This design comes from an exercise in tuning for small area, a short achievable clock period and few clock cycles on the open sky130 flow, not from production work.
No run shown here included a check of the RTL's function; only the layout flow was run.
No activity file was given, so power comes from the tool's default toggle rates.

===== flow/flow/run.sh =====
#!/bin/bash
set -euo pipefail
bash standard.sh synth > synth.log 2>&1
bash standard.sh SETUP_SLACK_MARGIN=10 MATCH_CELL_FOOTPRINT=0 \
    "BUFFER_PORTS_ARGS=-buffer_cell sky130_fd_sc_hd__buf_4" finish > layout.log 2>&1

===== flow/standard.sh =====
#!/bin/bash
# synth_recipe.tcl (not shown) runs the flow's synth.tcl, then flattens the netlist and writes it again
# the make line also repeats each setting of config.mk as NAME=value (left out here)
make -C /OpenROAD-flow-scripts/flow DESIGN_CONFIG=/design/flow/config.mk WORK_HOME=/design/flow/orfs CLKGATE_MAP_FILE= SYNTH_SCRIPT=/design/flow/synth_recipe.tcl "${@:-finish}"

===== flow/config.mk =====
export PLATFORM = sky130hd
export DESIGN_NAME = crc16_walk
export DESIGN_NICKNAME = crc16_walk
export VERILOG_FILES = /design/flow/design.v
export SDC_FILE = /design/flow/constraint.sdc
export NUM_CORES = 4
export LEC_CHECK = 0
export CAP_MARGIN = 20
export CORE_MARGIN = 2
export CORE_UTILIZATION = 40
export SLEW_MARGIN = 20

===== flow/constraint.sdc =====
create_clock -name core_clock -period 16.0 [get_ports {clk}]
set_input_delay 3.2000 -clock core_clock [delete_from_list [all_inputs] [get_ports {clk}]]
set_output_delay 3.2000 -clock core_clock [all_outputs]
set_load 0.01 [all_outputs]

===== flow/design.v =====
module crc16_walk (
    input  wire        clk,
    input  wire        rst,         
    input  wire        cmd_valid,
    input  wire [31:0] cmd,
    output wire        cmd_ready,
    output wire [31:0] rsp
);
    localparam [15:0] CRC_SEED = 16'hAAAA;
    localparam [15:0] CRC_FB   = 16'hAAAA;
    localparam [7:0]  XSEED    = 8'hAA;
    localparam [3:0] ERR_OP  = 4'd1;
    localparam [3:0] ERR_RSV = 4'd2;
    localparam [3:0] ERR_REG = 4'd3;
    localparam [3:0] ERR_VAL = 4'd4;
    localparam [3:0] ERR_ADR = 4'd5;
    localparam [3:0] ERR_POS = 4'd6;
    localparam [1:0] M_CRC = 2'd0;
    localparam [1:0] M_ENC = 2'd1;
    localparam [1:0] M_DEC = 2'd2;
    reg [15:0] crc;
    reg [7:0]  x_or;
    reg [16:0] pos;
    reg [16:0] ln8;
    reg [16:0] klen;
    reg        dir;
    reg [7:0]  rot;
    reg [3:0]  err;
    reg [31:0] rsp_r;
    reg        ldb_mode;     
    reg [7:0]  ldq;          
    reg        fwd;          
    reg        pend_b, pend_k;
    reg [7:0]  pend_a, pend_d;
    reg        busy;
    reg        rdy;          
    reg        sph;          
    reg [1:0]  mode;
    reg        rph;          
    reg        xph;          
    reg        wph;          
    reg        half;         
    reg        one;          
    reg [6:0]  gleft;        
    reg [5:0]  rr, sr;       
    reg [3:0]  rk, sk;       
    reg [5:0]  xr, xs;       
    reg [5:0]  wr, ws;       
    reg [3:0]  side;         
    reg        wdn;          
    reg [1:0]  bsel [0:3];   
    reg [1:0]  lsel [0:3];   
    reg [7:0]  pfb  [0:3];   
    reg [7:0]  pfk  [0:3];   
    reg [7:0]  wb   [0:3];   
    assign cmd_ready = rdy;
    wire [7:0] ldb_byte = fwd ? pend_d : ldq;
    assign rsp = ldb_mode ? {24'd0, ldb_byte} : rsp_r;
    function [7:0] rotl8(input [7:0] v, input [2:0] n);
        rotl8 = (v << n) | (v >> (4'd8 - {1'b0, n}));
    endfunction
    function [7:0] rotr8(input [7:0] v, input [2:0] n);
        rotr8 = (v >> n) | (v << (4'd8 - {1'b0, n}));
    endfunction
    function [15:0] crc_byte(input [15:0] r0, input [7:0] b);
        reg [15:0] r;
        integer i;
        begin
            r = r0;
            for (i = 7; i >= 0; i = i - 1)
                r = (r[15] ^ b[i]) ? ({r[14:0], 1'b0} ^ CRC_FB) : {r[14:0], 1'b0};
            crc_byte = r;
        end
    endfunction
    function [2:0] mod8(input [5:0] a, input [3:0] b);
        case (b)
            4'd2:    mod8 = a % 6'd2;
            4'd3:    mod8 = a % 6'd3;
            4'd4:    mod8 = a % 6'd4;
            4'd5:    mod8 = a % 6'd5;
            4'd6:    mod8 = a % 6'd6;
            4'd7:    mod8 = a % 6'd7;
            4'd8:    mod8 = a % 6'd8;
            default: mod8 = 3'd0;
        endcase
    endfunction
    function [2:0] sub3(input [2:0] a, input [2:0] b);
        reg br0, br1;
        begin
            br0     = ~a[0] & b[0];
            br1     = (~a[1] & b[1]) | (~(a[1] ^ b[1]) & br0);
            sub3[0] = a[0] ^ b[0];
            sub3[1] = a[1] ^ b[1] ^ br0;
            sub3[2] = a[2] ^ b[2] ^ br1;
        end
    endfunction
    function [7:0] rotl8s(input [7:0] v, input [2:0] n);
        reg [7:0] v1, v2;
        begin
            v1     = n[0] ? {v[6:0], v[7]}    : v;
            v2     = n[1] ? {v1[5:0], v1[7:6]} : v1;
            rotl8s = n[2] ? {v2[3:0], v2[7:4]} : v2;
        end
    endfunction
    function [7:0] enc_c(input [7:0] b, input [7:0] k, input [7:0] x);
        reg [7:0] bs;
        begin
            bs    = k ^ x;
            enc_c = rotl8s(b ^ bs, sub3(bs[2:0], bs[6:4]));
        end
    endfunction
    function [7:0] dec_b(input [7:0] c, input [7:0] k, input [7:0] x);
        reg [7:0] bs;
        begin
            bs    = k ^ x;
            dec_b = rotl8s(c, sub3(bs[6:4], bs[2:0])) ^ bs;
        end
    endfunction
    wire [5:0]  nib_sum = crc[15:12] + crc[11:8] + crc[7:4] + crc[3:0];
    wire [2:0]  iv      = nib_sum[2:0];
    wire        par     = ^crc;
    wire [7:0]  x0      = XSEED ^ crc[15:8] ^ crc[7:0];
    wire [4:0]  op   = cmd[31:27];
    wire [4:0]  f_r  = cmd[26:22];
    wire [16:0] f_v  = cmd[16:0];
    wire [16:0] f_a  = cmd[24:8];
    wire [7:0]  f_d  = cmd[7:0];
    wire        f_s  = cmd[16];
    wire [7:0]  f_rv = cmd[15:8];
    wire [7:0]  f_n  = cmd[7:0];
    wire pos_bad = (pos >= ln8);
    reg  [3:0]  fault;
    always @(*) begin
        fault = 4'd0;
        case (op)
            5'h00, 5'h01, 5'h0A, 5'h0C, 5'h10: begin
                if (cmd[26:0] != 27'd0) fault = ERR_RSV;
            end
            5'h12, 5'h13, 5'h14, 5'h15: begin
                if (cmd[26:0] != 27'd0) fault = ERR_RSV;
                else if (pos_bad)       fault = ERR_POS;
            end
            5'h02: begin
                if (cmd[21:17] != 5'd0) fault = ERR_RSV;
                else if (f_r >= 5'd7)   fault = ERR_REG;
                else begin
                    case (f_r)
                        5'd0: if (f_v[16])         fault = ERR_VAL;
                        5'd1: if (f_v[16:8] != 0)  fault = ERR_VAL;
                        5'd3: if (f_v[2:0] != 0 || f_v < 17'd8 || f_v > 17'd256) fault = ERR_VAL;
                        5'd4: if (f_v[2:0] != 0 || f_v < 17'd8 || f_v > 17'd64)  fault = ERR_VAL;
                        5'd5: if (f_v[16:1] != 0)  fault = ERR_VAL;
                        5'd6: if (f_v[16:8] != 0)  fault = ERR_VAL;
                        default: ;
                    endcase
                end
            end
            5'h03: begin
                if (cmd[21:0] != 22'd0) fault = ERR_RSV;
                else if (f_r > 5'd10)   fault = ERR_REG;
            end
            5'h04, 5'h06: begin
                if (cmd[26:25] != 2'd0) fault = ERR_RSV;
                else if (op == 5'h06 ? (f_a >= 17'd64) : (f_a >= 17'd256)) fault = ERR_ADR;
            end
            5'h05: begin
                if (cmd[26:25] != 2'd0 || f_d != 8'd0) fault = ERR_RSV;
                else if (f_a >= 17'd256) fault = ERR_ADR;
            end
            5'h08, 5'h09: begin
                if (cmd[26:17] != 10'd0 || (f_s && f_rv != 8'd0)) fault = ERR_RSV;
            end
            5'h0B: if (cmd[26:8] != 19'd0) fault = ERR_RSV;
            5'h11: if (cmd[26:9] != 18'd0) fault = ERR_RSV;
            default: fault = ERR_OP;
        endcase
    end
    wire z_26_25 = (cmd[26:25] == 2'd0);
    wire z_24_16 = (cmd[24:16] == 9'd0);
    wire z_24_14 = (cmd[24:14] == 11'd0);
    wire z_21_17 = (cmd[21:17] == 5'd0);
    wire z_16_8  = (cmd[16:8] == 9'd0);
    wire z_7_0   = (cmd[7:0] == 8'd0);
    wire z_26_22 = (cmd[26:22] == 5'd0);
    wire z_16_9  = (cmd[16:9] == 8'd0);
    wire z_26_0  = z_26_22 & z_21_17 & z_16_8 & z_7_0;
    wire o_n     = (op == 5'h00) | (op == 5'h01) | (op == 5'h0A) | (op == 5'h0C) | (op == 5'h10);
    wire o_walk  = (op == 5'h12) | (op == 5'h13) | (op == 5'h14) | (op == 5'h15);
    wire o_wrr   = (op == 5'h02);
    wire o_rdr   = (op == 5'h03);
    wire o_stb   = (op == 5'h04);
    wire o_ldb   = (op == 5'h05);
    wire o_stk   = (op == 5'h06);
    wire o_rot   = (op[4:1] == 4'b0100);                      
    wire o_crcb  = (op == 5'h0B);
    wire o_dinit = (op == 5'h11);
    reg wrr_val;
    always @(*) begin
        case (f_r[2:0])
            3'd0:    wrr_val = ~f_v[16];
            3'd1:    wrr_val = z_16_8;
            3'd2:    wrr_val = 1'b1;
            3'd3:    wrr_val = (f_v[2:0] == 3'd0) & ((f_v[16:8] == 9'd0) ? (f_v[7:3] != 5'd0) : (f_v == 17'd256));
            3'd4:    wrr_val = (f_v[2:0] == 3'd0) & (f_v[16:7] == 10'd0) & (f_v[6:3] != 4'd0) & (~f_v[6] | (f_v[5:3] == 3'd0));
            3'd5:    wrr_val = (f_v[16:1] == 16'd0);
            default: wrr_val = z_16_8;
        endcase
    end
    wire ok_n    = z_26_0;
    wire ok_walk = z_26_0 & ~pos_bad;
    wire ok_wrr  = z_21_17 & ~f_r[4] & ~f_r[3] & (f_r[2:0] != 3'd7) & wrr_val;
    wire ok_rdr  = z_21_17 & z_16_8 & z_7_0 & (f_r <= 5'd10);
    wire ok_stb  = z_26_25 & z_24_16;
    wire ok_ldb  = z_26_25 & z_24_16 & z_7_0;
    wire ok_stk  = z_26_25 & z_24_14;
    wire ok_rot  = z_26_22 & z_21_17 & (~f_s | (f_rv == 8'd0));
    wire ok_crcb = z_26_22 & z_21_17 & z_16_8;
    wire ok_din  = z_26_22 & z_21_17 & z_16_9;
    wire acc     = cmd_valid & ~busy;
    wire noerr   = (err == 4'd0);
    wire ok      = (o_n & ok_n) | (o_walk & ok_walk) | (o_wrr & ok_wrr) | (o_rdr & ok_rdr) |
                   (o_stb & ok_stb) | (o_ldb & ok_ldb) | (o_stk & ok_stk) | (o_rot & ok_rot) |
                   (o_crcb & ok_crcb) | (o_dinit & ok_din);
    wire go      = acc & noerr;                  
    wire do_stb  = go & o_stb & ok_stb;
    wire do_stk  = go & o_stk & ok_stk;
    wire do_ldb  = acc & o_ldb & ok_ldb;
    wire do_rdr  = acc & o_rdr & ok_rdr;
    wire do_rst  = acc & (op == 5'h01) & ok_n;   
    wire do_wrr  = go & o_wrr & ok_wrr;
    wire do_rot  = go & o_rot & ok_rot;
    wire do_n    = go & ok_n;                    
    wire do_walk = go & o_walk & ok_walk;
    wire do_crcb = go & o_crcb & ok_crcb;
    wire do_din  = go & o_dinit & ok_din;
    reg  [16:0] reg_val;
    always @(*) begin
        case (f_r)
            5'd0:    reg_val = {1'b0, crc};
            5'd1:    reg_val = {9'd0, x_or};
            5'd2:    reg_val = pos;
            5'd3:    reg_val = ln8;
            5'd4:    reg_val = klen;
            5'd5:    reg_val = {16'd0, dir};
            5'd6:    reg_val = {9'd0, rot};
            5'd7:    reg_val = {14'd0, iv};
            5'd8:    reg_val = {16'd0, par};
            5'd9:    reg_val = {9'd0, x0};
            5'd10:   reg_val = {13'd0, err};
            default: reg_val = 17'd0;
        endcase
    end
    reg [5:0] lastrow, g_lastrow;    
    reg [3:0] klast, g_klast;        
    reg [2:0] g_lmk8;                
    reg [3:0] kwdn;                  
    reg [7:0] p0, g_p0;              
    reg [2:0] g_kq;                  
    reg [5:0] kp0;                   
    reg [1:0] geo_age;
    always @(posedge clk) begin
        g_lastrow <= ln8[7:2] - 6'd1;
        g_klast   <= klen[5:2] - 4'd1;
        g_lmk8    <= mod8(ln8[8:3], klen[6:3]);
        g_p0      <= pos[7:0];
        g_kq      <= mod8({1'b0, pos[7:3]}, klen[6:3]);
        lastrow   <= g_lastrow;
        klast     <= g_klast;
        kwdn      <= (g_lmk8 == 3'd0) ? g_klast : {g_lmk8, 1'b0} - 4'd1;
        p0        <= g_p0;
        kp0       <= {g_kq, g_p0[2:0]};
    end
    function [9:0] gstep(input [5:0] row, input [3:0] kr, input dn,
                         input [5:0] lastrow, input [3:0] klast, input [3:0] kwdn);
        begin
            if (dn) begin
                if (row == 6'd0) gstep = {lastrow, kwdn};
                else             gstep = {row - 6'd1, (kr == 4'd0) ? klast : kr - 4'd1};
            end else begin
                if (row == lastrow) gstep = 10'd0;
                else                gstep = {row + 6'd1, (kr == klast) ? 4'd0 : kr + 4'd1};
            end
        end
    endfunction
    wire       enc_cmd = ~op[0];                  
    function [16:0] next_pos(input enc, input [16:0] pos, input [16:0] ln8, input dir);
        if (dir == enc)
            next_pos = (pos == 17'd0) ? ln8 - 17'd1 : pos - 17'd1;
        else
            next_pos = (pos == ln8 - 17'd1) ? 17'd0 : pos + 17'd1;
    endfunction
    wire [511:0] bufv [0:3];
    wire [127:0] keyv [0:3];
    wire [7:0]   brd  [0:3];
    wire [7:0]   krd  [0:3];
    genvar gr, gi;
    generate
        for (gr = 0; gr < 4; gr = gr + 1) begin : bk
            wire [5:0] rsel = busy ? (side[gr] ? rr : sr) : cmd[15:10];
            wire [3:0] ksel = side[gr] ? rk : sk;
            wire [63:0] rhot = 64'd1 << rsel;
            wire [15:0] khot = 16'd1 << ksel;
            reg  [7:0]  bor, kor;
            integer ii;
            always @(*) begin
                bor = 8'd0;
                for (ii = 0; ii < 64; ii = ii + 1)
                    bor = bor | ({8{rhot[ii]}} & bufv[gr][ii*8 +: 8]);
                kor = 8'd0;
                for (ii = 0; ii < 16; ii = ii + 1)
                    kor = kor | ({8{khot[ii]}} & keyv[gr][ii*8 +: 8]);
            end
            assign brd[gr] = bor;
            assign krd[gr] = kor;
            wire [7:0] wd   = busy ? wb[lsel[gr]] : pend_d;
            wire [5:0] wsel = busy ? (side[gr] ? wr : ws) : pend_a[7:2];
            wire       wen  = busy ? wph & (~one | (lsel[gr] == 2'd0))
                                   : pend_b & (pend_a[1:0] == gr);
            for (gi = 0; gi < 64; gi = gi + 1) begin : by
                reg [7:0] q;
                always @(posedge clk)
                    if (wen & (wsel == gi))
                        q <= wd;
                assign bufv[gr][gi*8 +: 8] = q;
            end
            for (gi = 0; gi < 16; gi = gi + 1) begin : ky
                reg [7:0] q;
                always @(posedge clk)
                    if (pend_k & (pend_a[1:0] == gr) & (pend_a[5:2] == gi))
                        q <= pend_d;
                assign keyv[gr][gi*8 +: 8] = q;
            end
        end
    endgenerate
    reg [7:0] dx [0:3];
    reg [7:0] dout [0:3];
    integer j;
    always @(*) begin
        dx[0] = x_or ^ pfb[0];
        dx[1] = dx[0] ^ pfb[1];
        dx[2] = dx[1] ^ pfb[2];
        dx[3] = dx[2] ^ pfb[3];
        for (j = 0; j < 4; j = j + 1)
            dout[j] = dec_b(pfb[j], pfk[j], dx[j]);
    end
    wire [7:0] ecA = enc_c(pfb[0], pfk[0], x_or);
    wire [7:0] exA = x_or ^ ecA;
    wire [7:0] ecB = enc_c(pfb[1], pfk[1], exA);
    wire [7:0] exB = exA ^ ecB;
    wire [15:0] crc4 = crc_byte(crc_byte(crc_byte(crc_byte(crc, pfb[0]), pfb[1]), pfb[2]), pfb[3]);
    wire enc   = (mode == M_ENC);
    wire adv   = xph & (~enc | half | one);              
    wire xlast = adv & (one | (gleft == 7'd1));          
    wire pfld  = rph | adv;
    wire fin   = (wph & ~xph) | (xlast & (mode == M_CRC));  
    wire [7:0] x_eng = (mode == M_DEC) ? (one ? dx[0] : dx[3]) : (one ? exA : exB);
    integer q;
    always @(posedge clk) begin
        if (pfld) begin
            for (q = 0; q < 4; q = q + 1) begin
                pfb[q] <= brd[bsel[q]];
                pfk[q] <= krd[bsel[q]];
            end
        end else if (xph & enc) begin
            pfb[0] <= pfb[2];
            pfb[1] <= pfb[3];
            pfk[0] <= pfk[2];
            pfk[1] <= pfk[3];
        end
        if (xph) begin
            if (~enc)
                for (q = 0; q < 4; q = q + 1)
                    wb[q] <= dout[q];
            else if (half) begin
                wb[2] <= ecA;
                wb[3] <= ecB;
            end else begin
                wb[0] <= ecA;
                wb[1] <= ecB;
            end
        end
        if (busy & (rph | adv)) begin
            {rr, rk} <= {sr, sk};
            {sr, sk} <= gstep(sr, sk, wdn, lastrow, klast, kwdn);
            xr <= rr;
            xs <= sr;
            wr <= xr;
            ws <= xs;
        end
        if (~busy) begin
            {rr, rk} <= 10'd0;
            {sr, sk} <= {6'd1, 4'd1};
            side     <= 4'b1111;
            wdn      <= o_walk & (enc_cmd ? dir : ~dir);
            for (q = 0; q < 4; q = q + 1) begin
                bsel[q] <= q;
                lsel[q] <= q;
            end
        end
        if (~busy)
            ldq <= brd[cmd[9:8]];
        if (sph & geo_age[1]) begin
            {rr, rk} <= {p0[7:2], kp0[5:2]};
            {sr, sk} <= gstep(p0[7:2], kp0[5:2], wdn, lastrow, klast, kwdn);
            for (q = 0; q < 4; q = q + 1) begin
                side[q] <= wdn ? (q <= p0[1:0]) : (q >= p0[1:0]);
                bsel[q] <= wdn ? p0[1:0] - q : p0[1:0] + q;
                lsel[q] <= wdn ? p0[1:0] - q : q - p0[1:0];
            end
        end
    end
    reg [7:0] x_idle;
    always @(*) begin
        x_idle = x_or;
        if (do_rst) x_idle = 8'd0;
        else if (do_wrr & (f_r[2:0] == 3'd1)) x_idle = f_v[7:0];
        else if (do_n & (op == 5'h10)) x_idle = x0;
        else if (do_din) x_idle = cmd[7:0];
    end
    reg xsel_b;      
    always @(posedge clk)
        xsel_b <= busy & ~fin & (rph | (xph & ~xlast)) & (mode == M_ENC) & ~one;
    always @(posedge clk) begin
        if (xsel_b)    x_or <= exB;
        else if (rst)  x_or <= 8'd0;
        else if (busy) begin
            if (xph & (mode != M_CRC)) x_or <= x_eng;
        end else       x_or <= x_idle;
    end
    wire geo_w = do_rst | (do_wrr & ((f_r[2:0] == 3'd2) | (f_r[2:0] == 3'd3) | (f_r[2:0] == 3'd4))) |
                 (do_n & (op == 5'h10)) | do_din | (busy & sph & geo_age[1] & one);
    always @(posedge clk) begin
        pend_b <= ~rst & do_stb;
        pend_k <= ~rst & do_stk;
        if (acc & (o_stb | o_stk))
            {pend_a, pend_d} <= cmd[15:0];
        if (rst | geo_w)
            geo_age <= 2'd0;
        else if (~geo_age[1])
            geo_age <= geo_age + 2'd1;
    end
    always @(posedge clk) begin
        if (rst) begin
            crc      <= CRC_SEED;
            pos      <= 17'd0;
            ln8      <= 17'd8;
            klen     <= 17'd8;
            dir      <= 1'b0;
            rot      <= 8'd0;
            err      <= 4'd0;
            rsp_r    <= 32'd0;
            ldb_mode <= 1'b0;
            busy     <= 1'b0;
            rdy      <= 1'b1;
            sph      <= 1'b0;
            rph      <= 1'b0;
            xph      <= 1'b0;
            wph      <= 1'b0;
        end else begin
            ldb_mode <= 1'b0;
            if (ldb_mode)
                rsp_r <= {24'd0, ldb_byte};
            if (busy) begin
                if (sph & geo_age[1]) begin
                    sph <= 1'b0;
                    rph <= 1'b1;
                    if (one) pos <= next_pos(mode == M_ENC, pos, ln8, dir);
                end else
                    rph <= 1'b0;
                wph <= adv & (mode != M_CRC);
                if (rph) xph <= 1'b1;
                if (xph) begin
                    half <= ~half;
                    if (mode == M_CRC) crc <= crc4;
                    if (adv) gleft <= gleft - 7'd1;
                    if (xlast) xph <= 1'b0;
                end
                if (fin) begin
                    busy <= 1'b0;
                    rdy  <= 1'b1;
                end
            end else if (acc) begin
                if (do_ldb) begin
                    ldb_mode <= 1'b1;
                    fwd      <= pend_b & (pend_a == cmd[15:8]);
                end
                if (do_rdr)
                    rsp_r <= {15'd0, reg_val};
                if (do_rst) begin
                    crc <= CRC_SEED; pos <= 17'd0;
                    ln8 <= 17'd8; klen <= 17'd8; dir <= 1'b0;
                    rot <= 8'd0; err <= 4'd0; rsp_r <= 32'd0;
                end
                if (noerr & ~ok)
                    err <= fault;
                if (do_wrr)
                    case (f_r[2:0])
                        3'd0: crc  <= f_v[15:0];
                        3'd2: pos  <= f_v;
                        3'd3: ln8  <= f_v;
                        3'd4: klen <= f_v;
                        3'd5: dir  <= f_v[0];
                        3'd6: rot  <= f_v[7:0];
                        default: ;
                    endcase
                if (do_rot)
                    rot <= op[0] ? rotr8(f_s ? rot : f_rv, f_n[2:0])
                                 : rotl8(f_s ? rot : f_rv, f_n[2:0]);
                if (do_crcb)
                    crc <= crc_byte(crc, f_d);
                if (do_n & (op == 5'h0A))
                    crc <= CRC_SEED;
                if (do_n & (op == 5'h0C)) begin
                    crc   <= CRC_SEED;
                    busy  <= 1'b1;
                    rdy   <= 1'b0;
                    rph   <= 1'b1;
                    mode  <= M_CRC;
                    one   <= 1'b0;
                    half  <= 1'b0;
                    gleft <= ln8[8:2];
                end
                if (do_n & (op == 5'h10)) begin
                    pos <= {14'd0, iv};
                    dir <= par;
                end
                if (do_din) begin
                    dir <= cmd[8];
                    if (cmd[8])
                        pos <= ({14'd0, iv} + 17'd1 == ln8) ? 17'd0 : {14'd0, iv} + 17'd1;
                    else
                        pos <= (iv == 3'd0) ? ln8 - 17'd1 : {14'd0, iv} - 17'd1;
                end
                if (do_walk) begin
                    busy  <= 1'b1;
                    rdy   <= 1'b0;
                    sph   <= 1'b1;
                    mode  <= enc_cmd ? M_ENC : M_DEC;
                    one   <= ~op[2];
                    half  <= 1'b0;
                    gleft <= op[2] ? ln8[8:2] : 7'd1;
                end
            end
        end
    end
endmodule

==> run summary, run 1 <==
outcome no timing/DRC/antenna violations; gpl congestion approximately 1.0; first-pass GRT wire length 689000 µm; setup TNS 0 ns; Yosys reg bits 2931; Clock Power Share 0.413; GRT Residual Overflow 0; Hold Path Class reg -> reg; Pwr Density roughly 120 nW/µm²; maxcap violations 0; min cycle time layout 6.28 ns; register area share after synthesis 0.694; leakage power total 49.3 nW; final hold vios 0; Antenna Nets Post-Route 0; initial antenna violation count 19; vias in the first global route between 80000 and 90000; Mapped Cells 8523; Sw Ratio 0.247; Post-synth EDFFs 2759; Synth area leaders edfxtp_1 (67%), a221oi_1 (3.8%), a22o_1 (3.8%); Mapped Area 124000 µm²; actual slew at the worst max-slew pin 1.24 ns; CTS Root Cell clkbuf_16; drc violations 0; top_reg_cell synth edfxtp_1; worst-path maximum fanout 10; CTS max path bufs 4; top cell type by total area after synthesis edfxtp_1; most frequent cells in the layout edfxtp_1 (2759), nor2_1 (785), buf_4 (573); Buffers on Ports 67; Final setup viols 0; Chip Height 562 µm; # IOs 68; Final Core Density 0.484; Core Region 309000 µm²; fmax 159 MHz; Worst-Skew Late Latency around 0.96 ns; part of the power in combinational logic 0.120; crit path kind in -> reg; Final nets 9340; Mean Syn Cell Area 14.6 µm²; final wirelength 508000 µm; max-slew violations 0; clock sink count about 2900; Net Switching 0.00441 W; Req. time, crit path roughly 17 ns; CTS tree done; Worst VDD drop approximately 0.00020 V; drt first pass iters 14; post-route cell area 150000 µm²; Worst-path clk slew 0.06 ns; Die X approximately 560 µm; Flop pwr share 0.467; final hold slack 0.326 ns; synthesis-to-layout area growth 20.4%; total internal power 0.0134 W; DP Area 133000 µm²; H-tree Lvls 5; synth warn 8; RSZ-0062 raised after global routing yes; drt via density roughly 6.6; Synth top area share 0.666; Post-Place Setup Slack 7.40 ns; ys async rst share 0; layout cells sized above 1 0.223; final worst-path setup slack 9.72 ns; Starting Density 0.402; post-DP HPWL ~340000 µm; Rel. slew slack 0.173; most common cell after layout, fill and taps aside edfxtp_1; die area 315000 µm²; via count 89000; CP Capture Type register; largest net degree at the start of global routing 76; final worst path period share 0.392; initial DRC count 14700; Synth Net Count 8650; total track usage 0.312; startpoint types input pin; CTS Buf Count between 300 and 400; CP arrival 6.98 ns; post-synth cell types 87; WL/cell 37.4 µm; clock skew 0.0850 ns; placement row count 204
[cells in the mapped netlist (all sizes together), types with 7 or more instances]
cell       n
xnor2    306
fa        11
a221oi   547
mux2      40
a31oi     33
and2      12
a21o      46
clkbuf   283
o221ai    23
a211o      9
dfxtp    172
nor2b     46
xnor3      7
ha        81
a22o     534
mux2i    178
nand3    129
or2       18
o311ai     9
xor2     159
nand4    175
o21a      19
o211ai    33
inv      110
o22ai     28
nor4      28
nand2    459
edfxtp  2759
or3       20
nand2b    36
or4       34
a211oi    25
o22a      10
a21oi    315
buf       51
a22oi    279
o21ai    137
nor2     970
mux4     120
and3      40
nor3     146
[layer usage]
layer	vias to the layer above	track usage	wire (µm)
met5	-	0	150
met4	18	0.144	28600
met3	1385	0.0797	62500
met2	6760	0.475	224000
met1	45200	0.421	193000
li1	35600	-	-
[power groups by stage]
stage	Clock (W)	Sequential, W	Combinational, W
6_report	0.00737	0.00833	0.00215
4_1_cts	0.00739	0.00833	0.00208
3_3_place_gp	0	0.00849	0.00196
5_1_grt	0.00768	0.00833	0.00224
2_1_floorplan	0	0.00847	0.00148
3_5_place_dp	0	0.00849	0.00196
[path summary, 6_finish.rpt]
check	startpoint	end	slack, ns	depth (start not counted)
max	cmd[11]	pfb[1][7]	9.72	15
min	g_lastrow[3]	lastrow[3]	0.33	0
max reg2reg	busy	pfb[1][7]	10.00	14
min reg2reg	g_lastrow[3]	lastrow[3]	0.33	0
[final cells by class]
class	count	area (µm²)
diodes	9	22.5
clock buffers	391	8450
clock inverters	177	1810
fillers	26100	159000
inverters	112	442
multi-input cells	5155	41300
flip-flops and latches	2931	86300
well taps	4120	5150
repair buffers	695	6160
[state kept, by name, indices dropped and copies added, names as in the netlist, 16 cells and up]
signal / count
bk.by.q: 2048
wb: 32
bk.ky.q: 512
rsp_r: 32
pfb: 32
pfk: 32
klen: 17
crc: 16
ln8: 17
pos: 17
[critical path: stages]
cell	delay (ns)
buf_12	0.14
nor2_4	0.29
buf_12	0.16
a21oi_4	0.06
nand2_4	0.22
buf_4	0.15
buf_4	0.11
nor2_2	0.08
buf_6	0.17
a22o_1	0.27
a221oi_4	0.29
nand4_1	0.37
or4_4	0.65
mux4_2	0.51
mux2_4	0.27
[metrics by stage]
stage	cells	power, W
2_1_floorplan	8523	0.00996
3_3_place_gp	12800	0.0104
4_1_cts	13500	0.0178
5_1_grt	13600	0.0182
3_5_place_dp	12800	0.0105
6_report	13600	0.0178
[logic make-up after synthesis]
family | count (synthesis) | share of synthesized area
muxes | 338 | 0.0397
xor gates and xnor gates | 475 | 0.0365
AOI/OAI and AO/OA | 2098 | 0.129
buffers and inverters | 446 | 0.0136
DFF | 2931 | 0.694
adders and majority gates | 92 | 0.00992
and+or+nand+nor | 2143 | 0.0773
[what timing repair did]
action                                  in CTS  in global routing
cloned                                       7                  4
hold buffers                                 0                  0
gates resized for setup                    542                192
pin swaps                                  110                 81
buffers inserted                           172                 69
endpoints found under the setup margin     201                141
==> run 2, diff against run 1 <==
==> flow/flow/run.sh (replaced) <==
#!/bin/bash
set -euo pipefail
bash standard.sh synth > synth.log 2>&1
bash standard.sh SETUP_SLACK_MARGIN=10 finish > layout.log 2>&1
==> run summary, run 2 <==
largest net degree at the start of global routing 66 (was 76); Synth Net Count 8650 (unchanged); Worst-path clk slew 0.06 ns (about the same); gpl congestion 1.05 (was 1.03); crit path kind in -> reg (unchanged); # IOs 68 (unchanged); Rel. slew slack 0.107 (was 0.173); Worst VDD drop 0.000180 V (was 0.000196 V); via count 89200 (was 89000); most common cell after layout, fill and taps aside edfxtp_1 (unchanged); first-pass GRT wire length 705000 µm (was 689000 µm); Synth top area share 0.666 (unchanged); initial antenna violation count 23 (was 19); ys async rst share 0 (unchanged); Worst path max stage delay 0.60 ns (was 0.65 ns); CTS Root Cell clkbuf_16 (unchanged); clock skew 0.0804 ns (was 0.0850 ns); min cycle time layout 6.41 ns (was 6.28 ns); top cells by count, synth edfxtp_1 (2759), nor2_1 (970), a221oi_1 (546) (unchanged); final wirelength 521000 µm (was 508000 µm); maxcap violations 0 (unchanged); Mapped Cells 8523 (unchanged); post-DP HPWL 347000 µm (was 340000 µm); most used cell, CP buf_4; CP max-delay cell or4_4 (unchanged); register area share after synthesis 0.694 (unchanged); Crit path buffers/inverters 4 (was 5); initial DRC count 15000 (was 14700); Buffers on Ports 67 (unchanged); CP arrival 7.10 ns (was 6.98 ns); count leader, synth edfxtp_1 (unchanged); Yosys reg bits 2931 (unchanged); CTS max path bufs 4 (unchanged); Placed Cells 12800 (about the same); setup TNS 0 ns (unchanged); Largest regs bk.by.q: 2048 flops, bk.ky.q: 512 flops (unchanged); RSZ-0062 raised after global routing yes (unchanged); die area 315000 µm² (unchanged); placement row count 204 (unchanged); Mapped Area 124000 µm² (unchanged); Biggest register bk.by.q (unchanged); final hold vios 0 (unchanged); worst-path maximum fanout 7 (was 10); Final setup viols 0 (unchanged); Multi-input gate area 41800 µm² (was 41300 µm²); Synth area leaders edfxtp_1 (67%), a221oi_1 (3.8%), a22o_1 (3.8%) (unchanged); Req. time, crit path 16.69 ns (was 16.70 ns); FILL cells 26200 (was 26100); layout cells sized above 1 0.231 (was 0.223); Mean Syn Cell Area 14.6 µm² (unchanged); Die X 562 µm (unchanged); Antenna Nets Post-Route 0 (unchanged); fmax 156 MHz (was 159 MHz); H-tree Lvls 5 (unchanged); top_reg_cell synth edfxtp_1 (unchanged); actual slew at the worst max-slew pin 1.33 ns (was 1.24 ns); Core Region 309000 µm² (unchanged); Pwr Density 118 nW/µm² (was 119 nW/µm²); top cell type by total area after synthesis edfxtp_1 (unchanged); Worst-Skew Late Latency 0.97 ns (was 0.96 ns); worst-path cell chain buf_6, buf_12, nor2_4, a21oi_2, nand2_4, buf_4, nor2_1, buf_4, a22o_1, a221oi_4, nand4_1, or4_4, mux4_2, mux2_2 (was buf_12, nor2_4, buf_12, a21oi_4, nand2_4, buf_4, buf_4, nor2_2, buf_6, a22o_1, a221oi_4, nand4_1, or4_4, mux4_2, mux2_4); post-synth cell types 87 (unchanged); total track usage 0.320 (was 0.312); Final nets 9419 (was 9340); met1 Track Usage GR 0.433 (was 0.421); register area 86300 µm² (unchanged); M2 GR Usage 0.485 (was 0.475); Post-synth EDFFs 2759 (unchanged); vias in the first global route 84500 (was 84000); drc violations 0 (unchanged); drt via density 6.52 (was 6.55); Chip Height 562 µm (unchanged); max-slew violations 0 (unchanged); clock sink count 2931 (unchanged); CP Capture Type register (unchanged); Hold Path Class reg -> reg (unchanged); synthesis-to-layout area growth 21.4% (was 20.4%); top cell family by delay on the critical path simple AND/OR/NAND/NOR gates (unchanged); GRT Residual Overflow 0 (unchanged); fin cells 13700 (was 13600); CTS tree done (unchanged); most frequent cells in the layout edfxtp_1 (2759), nor2_1 (783), buf_4 (573) (was edfxtp_1 (2759), nor2_1 (785), buf_4 (573)); WL/cell 38.1 µm (was 37.4 µm); leakage power total 49.8 nW (was 49.3 nW); GR peak layer met2 (unchanged); CTS Buf Count 318 (unchanged); GR Util met3 0.0772 (was 0.0797); synth warn 8 (unchanged); max reg flops 2048 (unchanged); outcome no timing/DRC/antenna violations (unchanged); drt first pass iters 8 (was 14); startpoint types input pin (unchanged); final worst path period share 0.401 (was 0.392); Starting Density 0.402 (unchanged)
run 2: cell counts after synthesis:
No cell type changed its count.
run 2: power breakdown:
part	switching (W)	internal [W]	leakage, nW
clock network	0.00323	0.00416	5.00
registers	0.0000318	0.00830	26.3
logic	0.00122	0.000928	18.5
total	0.00448	0.0134	49.8
run 2: final timing paths:
kind,startpoint,cells past startpoint,slack [ns],to
setup / recovery,cmd[14],14,9.59,pfb[1][1]
hold / removal,g_kq[0],0,0.33,kp0[3]
setup reg to reg,x_or[0],16,10.01,wb[3][0]
hold reg to reg,g_kq[0],0,0.33,kp0[3]
run 2: logic make-up after synthesis:
logic type | share of synthesized area
simple gates | 0.0773
xor+xnor | 0.0365
buf+inv | 0.0136
fa+ha+maj | 0.00992
compound gates | 0.129
flops | 0.694
mux | 0.0397
run 2: area by class of cell:
class | instances | share of cell area
tap | 4120 | 0.0341
antenna | 21 | 0.000348
multi-input combinational | 5160 | 0.277
timing repair buffer | 769 | 0.0455
inverter | 112 | 0.00296
clock buffer | 374 | 0.0550
sequential | 2931 | 0.572
clock inverter | 192 | 0.0135
run 2: repair_timing:
action / in CTS / in global routing
hold buffers: 0 / 0
setup endpoints to repair: 203 / 130
gates resized for setup: 717 / 179
setup buffers: 184 / 74
gates cloned: 14 / 4
pin swaps: 132 / 79
run 2: routing by layer:
metal  vias up  wire (µm)
met4         8      30900
met5         -         45
met3      1377      62400
met1     45300     199000
met2      6690     230000
li1      35800          -
run 2: through the flow:
step / util / cell area, µm² / power [W] / setup WS (ns) / hold WS [ns]
4_1_cts: 0.483 / 149000 / 0.0178 / 9.82 / 0.331
3_3_place_gp: 0.431 / 133000 / 0.0105 / 6.76 / 0.316
2_1_floorplan: - / 126000 / 0.00996 / 9.23 / 0.310
6_report: 0.488 / 151000 / 0.0179 / 9.59 / 0.330
3_5_place_dp: 0.432 / 134000 / 0.0105 / 6.89 / 0.312
5_1_grt: 0.488 / 151000 / 0.0183 / 9.69 / 0.337

[afterwards: timing with drivers on the ports]
In the flow no input, the clock included, has a driving cell. The finished layouts below were timed again as built, in two steps. Step 1, drivers: a clkbuf_16 drives clk and a buf_2 each remaining input, both assumed. Step 2 moves the port delays by t, midway between the first and last clock arrival at a register: inputs arrive t later, outputs are due t later. That takes back most of the time a late clock gives input paths. Slacks: ideal / step 1 / step 2; pairs: ideal / step 1.
run	shift t [ns]	slack for setup (ns)	worst slew at a driven data input, ns
run 1	1.020	9.724 / 9.674 / 8.654	0.32
run 2	1.044	9.589 / 9.623 / 8.579	0.17
After both steps every run listed still meets setup and hold. For run 1, which loses most, drivers alone change the setup slack by -0.050 ns; drivers and shift together by -1.070 ns.
